This is an optimization exercise on Yosys and OpenROAD, whose aim is small area, a short achievable clock period and few clock cycles, not a production implementation.
Power figures rest on the tool's default switching activity, not on a simulated workload.

== red ==
Design zc_demod, start of the top module:
module zc_demod (
    input  wire        clk,
    input  wire        rst,
    input  wire        cmd_valid,
    input  wire [31:0] cmd_data,
    output wire        cmd_ready,
    output reg         out_valid,
    output reg  [31:0] out_data,
    output wire [8:0]  status,
    output wire [63:0] sample_count
);
Settings: LEC_CHECK=0, CAP_MARGIN=20, CORE_MARGIN=2, CORE_UTILIZATION=40, CTS_CLUSTER_DIAMETER=70, CTS_CLUSTER_SIZE=24, PLACE_DENSITY=0.6, SLEW_MARGIN=20, SYNTH_HIERARCHICAL=1; clock period 15.0 ns.
standard.sh (not shown) runs the stock make flow with config.mk's settings and CLKGATE_MAP_FILE= SYNTH_SCRIPT=/design/flow/synth_recipe.tcl, a recipe that flattens the netlist after the stock synthesis.
==> flow/flow/run.sh <==
#!/bin/bash
# Standard layout (standard synthesis, floorplan, place, CTS, route), with
# repair_timing asked for more setup slack than the clock period needs, so
# that it shortens the critical paths, and port buffers that it can size.
set -euo pipefail
bash standard.sh finish SETUP_SLACK_MARGIN=10.3 "BUFFER_PORTS_ARGS=-buffer_cell sky130_fd_sc_hd__buf_2" > make_finish.log 2>&1
Here is what was changed in the inputs of blue compared with red.
- an added ABC_AREA of 1
--- a/flow/flow/run.sh
+++ b/flow/flow/run.sh
@@ -6 +6 @@
-bash standard.sh finish SETUP_SLACK_MARGIN=10.3 "BUFFER_PORTS_ARGS=-buffer_cell sky130_fd_sc_hd__buf_2" > make_finish.log 2>&1
+bash standard.sh finish SETUP_SLACK_MARGIN=10 "BUFFER_PORTS_ARGS=-buffer_cell sky130_fd_sc_hd__buf_2" > make_finish.log 2>&1
Notes after the runs:
blue against red: design area shows an increase of about 0.8%; overall power consumption shows an increase of 0.038 mW; flip-flop and latch share of the layout cell area shows a reduction of 0.58 points. A capture point of the critical path of fr_start[11] is what red shows, while run_start[15] belongs to blue. red ended up with cmd_data[10] as its source of the critical timing path; blue ended up with cmd_data[15]. Looking at total iterations of the first detailed-routing run, blue sits 2 above red.
The inputs of green differ from those of blue as listed below.
- ABC_AREA: 1 -> unset
==> run notes <==
green vs blue — post-synthesis instance area dropped by a few percent. Fraction of area in registers ends up higher on green. blue -> green: count of multi-input gates decreased by more than a quarter. cmd_data[10] as the start point of the critical path was reported by green, and cmd_data[15] by blue. green vs. blue: wire length moved down; design area decreased about 2.3%; fraction of the core area covered by cells at the end of the flow +0.70 points; highest achievable clock rate shows a reduction of 2.1%; slew at the pin with the worst max-slew slack saw an increase. green: width of the chip is about 1.6% lower than what blue reported. Compared with blue, green shows post-route worst hold slack lower by 0.0068 ns.
Function was not checked in any run of this note: the RTL went through the layout flow alone.

## job 9278
zc_demod, a different RTL version from the one above (not shown whole).
For scale: roughly 140 I/O pins, ~51000 um2 of cells after synthesis.
export LEC_CHECK = 0
export CAP_MARGIN = 20
export CORE_MARGIN = 2
export CORE_UTILIZATION = 40
export CTS_CLUSTER_DIAMETER = 100
export CTS_CLUSTER_SIZE = 30
export PLACE_DENSITY = 0.6
export SLEW_MARGIN = 20
export SYNTH_HIERARCHICAL = 1
create_clock -name core_clock -period 15.0 [get_ports {clk}]
==> flow/flow/run.sh <==
#!/bin/bash
# Standard layout, with repair_timing asked for more setup slack than the
# clock period needs, so that it shortens the critical paths.
set -euo pipefail
bash standard.sh finish SETUP_SLACK_MARGIN=10 > make_finish.log 2>&1
Inputs modified between job 9278 and job 4572:
Settings: CTS_CLUSTER_SIZE now 24, was 30; CTS_CLUSTER_DIAMETER now 70, was 100.
Results
Each of the runs, namely job 4572 and job 9278, reached the end of the flow and came out clean.
On average cell area after synthesis, job 4572 and job 9278 are basically level.
Job 4572: proportion of cell area occupied by registers 0.93 points below job 9278
Compared with job 9278, job 4572 shows a wire length of the first global-routing pass that is about 0.8% higher.
Ratio of final minimum period to clock period of job 9278 is on par with job 4572.
Here is what was changed in the inputs of job 8410 compared with job 4572.
Settings: a deleted CTS_CLUSTER_SIZE that had been 24; a deleted CTS_CLUSTER_DIAMETER that had been 70.
==> flow/run.sh (new file) <==
#!/bin/bash
# synth_recipe.tcl (not shown) runs the flow's synth.tcl, then flattens the netlist and writes it again
# the make line also repeats each setting of config.mk as NAME=value (left out here)
make -C /OpenROAD-flow-scripts/flow DESIGN_CONFIG=/design/flow/config.mk WORK_HOME=/design/flow/orfs CLKGATE_MAP_FILE= SYNTH_SCRIPT=/design/flow/synth_recipe.tcl finish
removed: flow/flow/run.sh
removed: flow/standard.sh
==> comparison <==
Job 8410 vs. job 4572: register-to-register slack lost 0.68 ns, non-clock buffer count has decreased. Compared with job 4572, number of logic inverters in the finished layout in job 8410 decreased slightly.
No functional check of the RTL was part of any run of this note.

static timing again, ports no longer ideal:
Ports are ideal in the flow. The routed layouts listed here were re-timed in OpenROAD. Step 1, drivers: a clkbuf_16 drives clk and a buf_2 each remaining input, both assumed. Step 2 adds t to the input delays and takes it off the output delays; t is the mean of the earliest and latest rising clock arrival at the registers after step 1. Input paths then give back, and output paths get back, about the clock's delay inside the block. Slacks: ideal / step 1 / step 2; pairs: ideal / step 1.
| run | t (ns) | slack for setup (ns) | worst register clock-pin slew, ns |
|---|---|---|---|
| red | 0.776 | 10.044 / 10.094 / 9.317 | 0.10 / 0.10 |
| blue | 0.757 | 10.106 / 10.155 / 9.398 | 0.09 / 0.09 |
| green | 0.760 | 9.998 / 10.036 / 9.276 | 0.10 / 0.10 |
| job 9278 | 0.741 | 9.882 / 9.920 / 9.179 | 0.12 / 0.12 |
| job 4572 | 0.757 | 9.875 / 9.910 / 9.153 | 0.10 / 0.10 |
| job 8410 | 0.835 | 8.656 / 8.700 / 7.865 | 0.07 / 0.07 |
After both steps every run listed still meets setup and hold. For job 8410, which loses most, drivers alone change the setup slack by +0.044 ns; drivers and shift together by -0.791 ns.
